What follows belongs to an exercise in optimizing a design on an open flow for a short achievable clock period, few clock cycles and low power; a production flow would make more cautious choices. For this run, only the layout was checked, not whether the RTL still works. Power figures rest on the tool's default switching activity, not on a simulated workload.

==> design.v <==
module e20_core (
    input  wire        clk,
    input  wire        rst,          
    output reg         mem_req,
    output reg         mem_we,
    output wire [12:0] mem_addr,
    output wire [15:0] mem_wdata,
    input  wire        mem_gnt,
    input  wire        mem_rvalid,
    input  wire [15:0] mem_rdata,
    output reg         halted
);
    localparam [2:0] OP_RRR  = 3'b000, OP_ADDI = 3'b001, OP_J   = 3'b010,
                     OP_JAL  = 3'b011, OP_LW   = 3'b100, OP_SW  = 3'b101,
                     OP_JEQ  = 3'b110, OP_SLTI = 3'b111;
    localparam [3:0] F_ADD = 4'b0000, F_SUB = 4'b0001, F_OR = 4'b0010,
                     F_AND = 4'b0011, F_SLT = 4'b0100, F_JR = 4'b1000;
    reg [15:0] regs [1:7];
    reg [12:0] pc;         
    reg [12:0] addr_q;     
    reg        req_data;   
    reg [2:0]  q_v, q_ld, q_dr;
    reg [2:0]  st_s;       
    reg [2:0]  ld_d;       
    wire acc       = mem_req & mem_gnt;
    wire acc_read  = acc & ~mem_we;
    wire acc_fetch = acc & ~req_data;
    wire data_wait = mem_req & req_data & ~mem_gnt;    
    wire resp_ld   = mem_rvalid & q_ld[0];
    wire ld_pend   = (mem_req & req_data & ~mem_we) | (|(q_v & q_ld));
    wire resp_ins  = mem_rvalid & ~q_ld[0] & ~q_dr[0];    
    wire [12:0] npc = pc + 13'd1;
    wire [12:0] pc2 = pc + 13'd2;
    wire st_q = mem_req & mem_we;     
    wire smc = st_q & ((addr_q[12:2] == pc[12:2]) | (addr_q[12:2] == pc2[12:2]));
    assign mem_wdata = (st_s == 3'd0) ? 16'd0 : regs[st_s];
    wire        ivalid = resp_ins & ~halted & ~smc;
    wire [15:0] ir     = mem_rdata;
    wire [2:0]  op     = ir[15:13];
    wire [2:0]  ra     = ir[12:10];
    wire [2:0]  rb     = ir[9:7];
    wire [2:0]  rd_rrr = ir[6:4];
    wire [3:0]  func   = ir[3:0];
    wire [6:0]  imm7   = ir[6:0];
    wire [12:0] imm13  = ir[12:0];
    wire [15:0] simm   = {{9{imm7[6]}}, imm7};
    wire [15:0] va = (ra == 3'd0) ? 16'd0 : regs[ra];
    wire [15:0] vb = (rb == 3'd0) ? 16'd0 : regs[rb];
    wire [12:0] ea  = va[12:0] + simm[12:0];
    wire is_rrr  = (op == OP_RRR);
    wire is_lw   = (op == OP_LW);
    wire is_sw   = (op == OP_SW);
    wire is_j    = (op == OP_J);
    wire is_jal  = (op == OP_JAL);
    wire is_jeq  = (op == OP_JEQ);
    wire is_jr   = is_rrr & (func == F_JR);
    wire is_halt = is_j & (imm13 == pc);
    reg        wr;
    reg [2:0]  dst;
    reg [15:0] res;
    always @(*) begin
        wr  = 1'b0;
        dst = rb;
        res = va + simm;
        case (op)
            OP_RRR: begin
                dst = rd_rrr;
                wr  = (func[3:1] == 3'b000) | (func[3:1] == 3'b001) | (func == F_SLT);
                case (func)
                    F_ADD:   res = va + vb;
                    F_SUB:   res = va - vb;
                    F_OR:    res = va | vb;
                    F_AND:   res = va & vb;
                    default: res = {15'd0, va < vb};
                endcase
            end
            OP_ADDI: wr = 1'b1;
            OP_SLTI: begin wr = 1'b1; res = {15'd0, va < simm}; end
            OP_JAL:  begin wr = 1'b1; dst = 3'd7; res = {3'd0, npc}; end
            default: ;
        endcase
    end
    wire wr_nz = wr & (dst != 3'd0);
    wire rd_a = ~(is_j | is_jal);
    wire rd_b = is_rrr | is_sw | is_jeq;
    wire ld_hit = ld_pend & ((rd_a & ra == ld_d) | (rd_b & rb == ld_d) |
                             (wr_nz & dst == ld_d));
    wire stall = ld_hit
               | (resp_ld & wr_nz)                          
               | data_wait
               | (is_lw & ld_pend & ~resp_ld)
               | (is_halt & data_wait);
    wire exec = ivalid & ~stall;
    wire        eq      = (va == vb);
    wire [12:0] br_tgt  = npc + simm[12:0];
    wire        tk_jeq  = is_jeq & eq & (imm7 != 7'd0);
    wire        tk_j    = (is_j | is_jal) & ~is_halt;
    wire        tk_jr   = is_jr;
    reg  [12:0] tgt;
    always @(*) begin
        if (is_jeq)     tgt = br_tgt;
        else if (is_jr) tgt = va[12:0];
        else            tgt = imm13;
    end
    wire taken = exec & (tk_jeq | tk_j | tk_jr);
    wire refetch  = (resp_ins & stall & ~halted) | smc;
    wire redirect = taken | refetch;
    wire [1:0]  n_live = {1'b0, q_v[0] & ~q_ld[0] & ~q_dr[0]}
                       + {1'b0, q_v[1] & ~q_ld[1] & ~q_dr[1]}
                       + {1'b0, q_v[2] & ~q_ld[2] & ~q_dr[2]}
                       + {1'b0, acc_fetch};
    wire early_j = resp_ins & ~halted & ~smc & mem_req & ~req_data &
                   (is_j | (is_jal & ~(ld_pend & ld_d == 3'd7) & ~resp_ld));
    assign mem_addr = early_j ? imm13 : addr_q;
    wire [12:0] jt1 = imm13 + 13'd1;
    wire [12:0] fa_n = early_j ? (acc_fetch ? jt1 : imm13)
                     : taken ? tgt : refetch ? pc : pc + {11'd0, n_live};
    wire mem_go  = exec & (is_sw | (is_lw & rb != 3'd0));
    wire halt_go = exec & is_halt;
    wire       pop  = mem_rvalid;
    wire [2:0] s_v  = pop ? {1'b0, q_v[2:1]}  : q_v;
    wire [2:0] s_ld = pop ? {1'b0, q_ld[2:1]} : q_ld;
    wire [2:0] s_dr = (pop ? {1'b0, q_dr[2:1]} : q_dr) | ({3{redirect}} & ~s_ld);
    wire [2:0] slot = ~s_v & {s_v[1:0], 1'b1};        
    wire [2:0] push = {3{acc_read}} & slot;
    wire       can_fetch = ~s_v[1] & ~(s_v[0] & acc_read);
    wire [15:0] rf_wd = resp_ld ? mem_rdata : res;
    wire [2:0]  rf_wa = resp_ld ? ld_d : dst;
    wire        rf_wr = resp_ld | (exec & wr_nz);
    wire [7:0]  rf_we = {8{rf_wr}} & (8'd1 << rf_wa);
    integer i;
    always @(posedge clk) begin
        if (rst) begin
            mem_req   <= 1'b1;
            mem_we    <= 1'b0;
            addr_q    <= 13'd0;
            req_data  <= 1'b0;
            halted    <= 1'b0;
            pc        <= 13'd0;
            q_v <= 3'd0; q_ld <= 3'd0; q_dr <= 3'd0;
            ld_d      <= 3'd0;
            st_s      <= 3'd0;
            for (i = 1; i < 8; i = i + 1)
                regs[i] <= 16'd0;
        end else begin
            for (i = 1; i < 8; i = i + 1)
                if (rf_we[i]) regs[i] <= rf_wd;
            if (exec & is_lw & rb != 3'd0)
                ld_d    <= rb;
            if (exec) pc <= taken ? tgt : npc;
            if (halt_go) halted <= 1'b1;
            q_v  <= s_v | push;
            q_ld <= (s_ld & ~push) | (push & {3{req_data}});
            q_dr <= (s_dr & ~push) | (push & {3{redirect & ~early_j & ~req_data}});
            if (mem_go) begin
                mem_req   <= 1'b1;
                mem_we    <= is_sw;
                addr_q    <= ea;
                st_s      <= rb;
                req_data  <= 1'b1;
            end else if (data_wait) begin
            end else if (halt_go | halted) begin
                mem_req   <= 1'b0;
                req_data  <= 1'b0;
            end else begin
                mem_req   <= can_fetch;
                mem_we    <= 1'b0;
                addr_q    <= fa_n;
                req_data  <= 1'b0;
            end
        end
    end
endmodule
==> flow/run.sh <==
#!/bin/bash
# The standard layout (the standard.sh, unchanged synthesis and steps),
# with one change to clock tree synthesis: no dummy loads are added to
# balance the clock tree's leaf buffers.
set -euo pipefail
export CTS_ARGS="-sink_clustering_enable -repair_clock_nets -buf_list sky130_fd_sc_hd__clkbuf_8 -dont_use_dummy_load"
bash standard.sh > standard.log 2>&1
==> standard.sh <==
#!/bin/bash
# synth_recipe.tcl (not shown) runs the flow's synth.tcl, then flattens the netlist and writes it again
# the make line also repeats each setting of config.mk as NAME=value (left out here)
make -C /OpenROAD-flow-scripts/flow DESIGN_CONFIG=/design/flow/config.mk WORK_HOME=/design/flow/orfs CLKGATE_MAP_FILE= SYNTH_SCRIPT=/design/flow/synth_recipe.tcl "${@:-finish}"
==> config.mk <==
export PLATFORM = sky130hd
export DESIGN_NAME = e20_core
export DESIGN_NICKNAME = e20_core
export VERILOG_FILES = /design/flow/design.v
export SDC_FILE = /design/flow/constraint.sdc
export NUM_CORES = 4
export LEC_CHECK = 0
export ABC_CLOCK_PERIOD_IN_PS = 3000
export CAP_MARGIN = 20
export CORE_MARGIN = 2
export CORE_UTILIZATION = 40
export CTS_BUF_LIST = sky130_fd_sc_hd__clkbuf_8
export PLACE_DENSITY = 0.6
export SETUP_SLACK_MARGIN = 3.0
export SLEW_MARGIN = 20
==> constraint.sdc <==
create_clock -name core_clock -period 8.0 [get_ports {clk}]
set_input_delay 1.6000 -clock core_clock [delete_from_list [all_inputs] [get_ports {clk}]]
set_output_delay 1.6000 -clock core_clock [all_outputs]
set_load 0.01 [all_outputs]
==> run notes <==
## worst max-delay path, delay by kind of cell
family / cells / cell delay, ps
compound gates: 10 / 2060
fa+ha+maj: 2 / 560
simple gates: 4 / 440
buf+inv: 3 / 380
mux: 2 / 350
## final cells by class
cell class                      instances  share of cell area
Tap cell                              518             0.03342
Clock buffer                           17             0.01207
Sequential cell                       157              0.1636
Timing Repair Buffer                  235              0.1224
Multi-Input combinational cell       1601              0.6462
Inverter                              111             0.02232
## power groups by stage
stage / clock, mW / combinational (mW) / sequential, mW
after CTS: 0.484 / 0.874 / 0.850
after detailed placement: 0 / 0.774 / 0.873
after floorplan: 0 / 0.553 / 0.846
final: 0.479 / 0.989 / 0.853
after global routing: 0.513 / 1.04 / 0.856
after global placement: 0 / 0.770 / 0.872
## state kept, by name (all words and copies together), names as in the netlist
name      cells
q_ld          3
ld_d          3
st_s          3
regs        112
mem_we        1
mem_req       1
req_data      1
addr_q       13
q_v           3
halted        1
q_dr          3
pc           13
## routing by layer
layer	global-route usage	up-vias	part of all wire
met5	0	-	0
met4	0.1926	0	0.061
met2	0.4978	996	0.45
met1	0.4014	8186	0.40
met3	0.04827	250	0.087
li1	-	7531	-
## cells in the final DEF (no fill, tap or decap), types with 28 or more instances in the layout
| master | synthesis | layout |
|---|---|---|
| a21oi_1 | 193 | 171 |
| buf_4 | 5 | 149 |
| dfxtp_1 | 157 | 145 |
| ha_1 | 106 | 86 |
| inv_1 | 109 | 94 |
| mux2_2 | 54 | 42 |
| mux2i_1 | 74 | 67 |
| mux4_2 | 36 | 36 |
| nand2_1 | 218 | 204 |
| nand3_1 | 52 | 48 |
| nor2_1 | 175 | 167 |
| nor3_1 | 40 | 34 |
| o211ai_1 | 28 | 28 |
| o21ai_0 | 102 | 85 |
| xnor2_1 | 62 | 60 |
| xor2_1 | 30 | 30 |
## cells by family (layout without fill, tap and decap cells)
family          count (synthesis)  after routing  synth area share
compound gates                585            585            0.2474
xor+xnor                       92             92           0.05185
fa+ha+maj                     112            112           0.09307
buf+inv                       262            363           0.06940
flops                         157            157            0.2022
mux                           165            165            0.1399
simple gates                  646            647            0.1961
## metrics by stage
step | std cells | power, mW | worst slack (ps)
final | 2639 | 2.322 | 2924
after global routing | 2639 | 2.410 | 2861
after CTS | 2561 | 2.208 | 2903
after detailed placement | 2478 | 1.648 | 1413
after global placement | 2478 | 1.642 | 1437
after floorplan | 2019 | 1.400 | 2920
## how the worst max path moves through the flow
stage | startpoint | slack [ps] | endpoint
6_report | mem_rdata[8] | 2920 | regs[7][8]
5_1_grt | mem_rdata[8] | 2860 | regs[7][8]
4_1_cts | mem_rdata[0] | 2900 | regs[2][11]
3_5_place_dp | mem_rdata[12] | 1410 | regs[3][7]
3_3_place_gp | mem_rdata[12] | 1440 | addr_q[12]
2_1_floorplan | mem_rvalid | 2920 | mem_addr[11]
## what timing repair did
item / 4_1_cts / 5_1_grt
setup buffers: 56 / 77
pin swaps: 40 / 72
gates resized for setup: 228 / 137
setup endpoints to repair: 163 / 146
gates cloned: 10 / 1
==> reports/metrics.yaml <==
multi_input_comb_area_um2: 12530
worstHoldEndpoint: "regs[3][11]"
holdPathStages: 2
grt_first_pass_wirelength_mm: 97.95
first_global_vias: 16002
die_y_um: 201.1
hold_viol: 0
n_antenna_cell: 0
relSlewSlack: 0.3738
place.gp.congestion: 1.013
final_util: 0.5041
nNetsFinal: 2255
synth_edf_count: 0
fin_area_um2: 19390
dpl-instance-area_um2: 16590
fin_worst_skew_ps: 57.59
avgViaCountPerCell: 6.428
switching_share: 0.3975
num_rows: 72
r2r_cells: 16
ant_nets: 0
hold_slack_ps: 488.9
wl_mm: 66.29
die_area_um2: 40450
combPwrFrac: 0.426
core_um2: 38470
worstHoldStart: "regs[3][11]"
synth-seq-area-share: 0.2022
yosysMostFrequentCell: "nand2_1"
area_delta_synth_final_pct: 24.78
clockPowerShare: 0.206
cts.sinks: 157
clk_latency_ps: 500
drtIter0Drc: 1749
start_kind: "primary input"
netlist_instances: 2019
worstPathMaxFanout: 7
overflow: 0
route.vias.total: 16963
die_x_um: 201.1
synth.distinct_cells: 88
yosys-top-cells-area: "dfxtp_1 20%, ha_1 8.5%, a21oi_1 6.2%, nand2_1 5.3%, mux4_2 5.2%"
maxCapViolCount: 0
nFillCells: 3753
dp_hpwl_mm: 45.19
htreeDepth: 4
synth.largest_area_cell: "dfxtp_1"
cp_data_arrival_time_ps: 5390
seqCellArea_um2: 3173
status: "complete, no violations"
ys.flop_type: "dfxtp_1"
r2r_end: "addr_q[12]"
cts-hold-fix-buffers: 0
io_pins: 52
finalCritPeriodShare: 0.6345
synth_common_cells: "218 x nand2_1, 193 x a21oi_1, 175 x nor2_1"
rsz0062_at_grt: "yes"
worstSetupPathType: "primary input to flop"
setup_violations: 0
synth_top_area_share: 0.2022
ir_drop_uv: 101.9
p_sw_mw: 0.9228
syn_area_um2: 15540
syn_nets: 2151
cts_tree: "done"
drive_gt1_frac: 0.2499
tightest_slew_ps: 935.8
cp-end-kind: "flop"
numCtsBuffers: 17
grt_max_degree: 80
worst_ep_required_time_ps: 8310
grt_usage: 0.3138
clock-root-buffer: "clkbuf_8"
routedWlPerCell_um: 25.12
crit_slowest_cell: "fa_2"
io_buffers: 51
fin_tns_setup_ps: 0
cp_slowest_stage_delay_ps: 390
clk_pin_slew_ps: 90
critPathMostFrequentCell: "nor2_1"
initial_core_util: 0.4040
cp_cell_sequence: "buf_12, buf_12, mux2i_2, a211oi_2, nor2_1, nor2_1, nor2_2, a311oi_4, buf_6, ha_4, fa_2, a21oi_4, o21bai_4, a2111oi_4, o21bai_1, a221o_1, a221oi_4, o221ai_2, o21a_4, mux2i_1, nor2_1"
ys_warn_count: 18
cts.path.max_buffers: 2
holdCritPathClass: "flop to flop"
leakage_nw: 7.746
p_int_mw: 1.399
synth_seq_cells: 157
synth.avg_cell_area_um2: 7.697
fmax_mhz: 197.0
antenna_found_initial: 0
async_flop_share: 0
power.density_nw_per_um2: 119.7
maxSlewViolCount: 0
first_pass_iters: 6
r2r_start: "pc[1]"
drc_errors: 0
pwr-share-seq: 0.367
period_needed_ps: 5076
r2r_slack_ps: 3560

-- afterwards: timing with drivers on the ports --
How much do the figures lean on ideal ports? The routed layout below was timed once more, with nothing changed but the port constraints. Step 1, drivers: a clkbuf_16 drives clk and a buf_2 each remaining input, both assumed. Step 2 adds t to the input delays and takes it off the output delays; t is the mean of the earliest and latest rising clock arrival at the registers after step 1. Input paths then give back, and output paths get back, about the clock's delay inside the block. Slacks: no drivers / after step 1 / after step 2; pairs: no drivers / after step 1.
shift t [ns]: 0.522
setup slack, ns: 2.924 / 2.822 / 2.300
worst hold slack (ns): 0.489 / 0.489 / 0.489
worst setup path at the end: input to register
worst slew at a driven data input, ns: 0.21
After both steps this run still meets setup and hold. For this run, drivers alone change the setup slack by -0.102 ns; drivers and shift together by -0.624 ns.
